From an optimization exercise on the open Yosys and OpenROAD flow, aimed at small area; shortcuts taken in it are not production practice.
In this exercise RTL edits were held to simulation tests only and were not proved equivalent to the original.
The flow treats the clock pin as an ideal source, which a real chip does not have.
Power is estimated from default activity; no workload was simulated.

// lrm_core
module lrm_core (
    input  wire        clk,
    input  wire        rst,
    input  wire        cell_in,
    input  wire        arm_in,
    input  wire        sleep_in,
    input  wire [31:0] ms_now,
    input  wire        rx_valid,
    input  wire [7:0]  rx_byte,
    input  wire        tx_ready,
    output reg         rx_ack,
    output reg         tx_valid,
    output reg  [7:0]  tx_byte,
    output wire        ind_axle,
    output wire        ind_error,
    output wire        ind_status
);
export LEC_CHECK = 0
export ABC_AREA = 1
export CAP_MARGIN = 20
export CORE_MARGIN = 2
export CORE_UTILIZATION = 60
export SLEW_MARGIN = 20
create_clock -name core_clock -period 30.0 [get_ports {clk}]
standard.sh (not shown) runs the stock make flow with config.mk's settings and CLKGATE_MAP_FILE= SYNTH_SCRIPT=/design/flow/synth_recipe.tcl, a recipe that flattens the netlist after the stock synthesis.
==> flow/flow/run.sh <==
#!/bin/bash
# Layout: the standard ORFS flow (standard.sh) with these changes:
#  - synthesis: synth_recipe.tcl plus an area-oriented ABC script and no
#    adder pre-mapping (flow/synth.tcl, flow/area.abc); same registers;
#  - ports are buffered with buf_1 cells;
#  - the clock tree uses clkbuf_4/clkbuf_8 without dummy loads; clock
#    buffers that leave a flip-flop clock slew above 115 ps are upsized
#    (flow/fixclk.tcl, run after CTS).
# Each step's full log is in orfs/logs/; the make output is in layout.log.
set -euo pipefail
here=$(pwd)
export LRM_ABC_SCRIPT=$here/flow/area.abc
export BUFFER_PORTS_ARGS="-buffer_cell sky130_fd_sc_hd__buf_1"
export CTS_ARGS="-sink_clustering_enable -repair_clock_nets -dont_use_dummy_load -buf_list {sky130_fd_sc_hd__clkbuf_4 sky130_fd_sc_hd__clkbuf_8}"
export POST_CTS_TCL=$here/flow/fixclk.tcl
sed "s|SYNTH_SCRIPT=[^ ]*|SYNTH_SCRIPT=$here/flow/synth.tcl|" standard.sh > layout.sh
grep -q "SYNTH_SCRIPT=$here/flow/synth.tcl" layout.sh
bash layout.sh > layout.log 2>&1
Other scripts of this flow, unchanged in this note and not shown: flow/flow/area.abc, flow/flow/fixclk.tcl, flow/flow/synth.tcl
The starting point went through all stages and came out clean.
==> next run, changes <==
--- a/flow/design.v
+++ b/flow/design.v
@@ -361,27 +361,38 @@
             end else begin
                 n_esc = 1'b0;
                 n_pos = adv_pos;
             end
         end
     end
     wire [16:0] ac_c, pc_c;
     wire [15:0] n_ac, n_pc;
     wire [15:0] ac_b = first_axle ? 16'd0 : axle_cnt;
     assign ac_c[0] = inc_axle;
-    assign pc_c[0] = 1'b1;
+    wire [15:0] pc_b = (first_axle & pb_zero) ? 16'd0 : pb_cnt;
+    assign pc_c[0] = first_axle;
     generate for (gi = 0; gi < 16; gi = gi + 1) begin : g_cnt
         assign n_ac[gi]   = ac_b[gi] ^ ac_c[gi];
         assign ac_c[gi+1] = ac_b[gi] & ac_c[gi];
-        assign n_pc[gi]   = pb_cnt[gi] ^ pc_c[gi];
-        assign pc_c[gi+1] = pb_cnt[gi] & pc_c[gi];
+        assign n_pc[gi]   = pc_b[gi] ^ pc_c[gi];
+        assign pc_c[gi+1] = pc_b[gi] & pc_c[gi];
     end endgenerate
+    wire t_hold = ~(ld_t_ms | ld_t_mid | ld_t_off);
+    wire [31:0] n_T = ({32{ld_t_ms}}  & ms_now)
+                    | ({32{ld_t_mid & ~ld_t_ms}} & mid)
+                    | ({32{ld_t_off & ~ld_t_ms & ~ld_t_mid}} & {2'b00, off_dur[31:2]})
+                    | ({32{t_hold}}   & T);
+    wire d_hold = ~(ld_d_off | ld_d_on | ld_d_b);
+    wire [7:0] n_D = ({8{ld_d_off}} & off_dur[25:18])
+                   | ({8{ld_d_on & ~ld_d_off}} & n_on[9:2])
+                   | ({8{ld_d_b & ~ld_d_off & ~ld_d_on}} & rx_byte)
+                   | ({8{d_hold}} & D[7:0]);
     wire [31:0] n_mbuf;
     assign n_mbuf[0] = ~(armed & cell_in);
     generate for (gi = 1; gi < 32; gi = gi + 1) begin : g_mbuf
         if (gi % 2 == 1)
             assign n_mbuf[gi] = armed & ~mbuf[gi-1];
         else
             assign n_mbuf[gi] = ~(armed & mbuf[gi-1]);
     end endgenerate
     always @(posedge clk) begin
         if (rst) begin
@@ -398,33 +409,25 @@
             if (cmd_exec && set_off) thr_off <= v_off;
             if (cmd_exec && set_on)  thr_on  <= v_on;
             if (cmd_exec && set_len) lenk    <= b[2:0];
         end
     end
     always @(posedge clk) begin
         mbuf    <= n_mbuf;
         msum    <= armed ? nsum : 6'd0;
         on_dur  <= w_on ? n_on : 13'd0;
         off_dur <= (!armed || (w_on && ev_axle)) ? 32'd0 : n_off;
-        if (ld_t_ms)
-            T <= ms_now;
-        else if (ld_t_mid)
-            T <= mid;
-        else if (ld_t_off)
-            T <= {2'b00, off_dur[31:2]};
+        T <= n_T;
         if (ld_d_off)
-            D <= off_dur[31:18];
-        else if (ld_d_on)
-            D[7:0] <= n_on[9:2];
-        else if (ld_d_b)
-            D[7:0] <= rx_byte;
+            D[13:8] <= off_dur[31:26];
+        D[7:0] <= n_D;
         axle_cnt <= ld_d_off ? off_dur[17:2] : n_ac;
-        if (first_axle) begin
-            pb_cnt  <= pb_zero ? 16'd1 : n_pc;
+        pb_cnt <= n_pc;
+        if (first_axle)
             pb_zero <= 1'b0;
-        end else if (set_pz)
+        else if (set_pz)
             pb_zero <= 1'b1;
         ty  <= n_tyr;
         pos <= n_pos;
         esc <= n_esc;
     end
 endmodule
Outcome: Area after synthesis came out lower by 3.8%; global-route usage came out higher by 2.5 points; setup slack is worse by 0.24 ns; via count came out higher by 2.2%; critical path depth came out higher by 1; clock power is about the same; core utilization came out higher by 0.23 points; fmax came out lower by 1.4%; total power came out higher by 20%; routed wire length came out higher by 4.7%; die area came out lower by 3.7%; non-clock buffer count stays the same; sequential power came out higher by about 7%.

re-timing with driven ports:
In the flow no input, the clock included, has a driving cell. The finished layouts below were timed again as built, in two steps. Step 1 sets driving cells, clkbuf_16 on the clock port and buf_2 on the other inputs (assumed; they add their load-dependent delay and slew). Step 2 moves the port delays by t, midway between the first and last clock arrival at a register: inputs arrive t later, outputs are due t later. That takes back most of the time a late clock gives input paths. Slacks: ideal ports / drivers / drivers and shift; pairs: ideal ports / drivers.
run	shift t [ns]	slack for setup (ns)	worst hold slack (ns)	worst setup path at the end	cell pins on the clock port's net
the first run	0.506	13.327 / 13.307 / 13.307	0.367 / 0.367 / 0.367	input to output	1
the second run	0.506	13.089 / 13.066 / 13.066	0.358 / 0.358 / 0.358	input to output	1
After both steps every run listed still meets setup and hold. For the second run, which loses most, drivers alone change the setup slack by -0.023 ns; drivers and shift together by -0.023 ns.
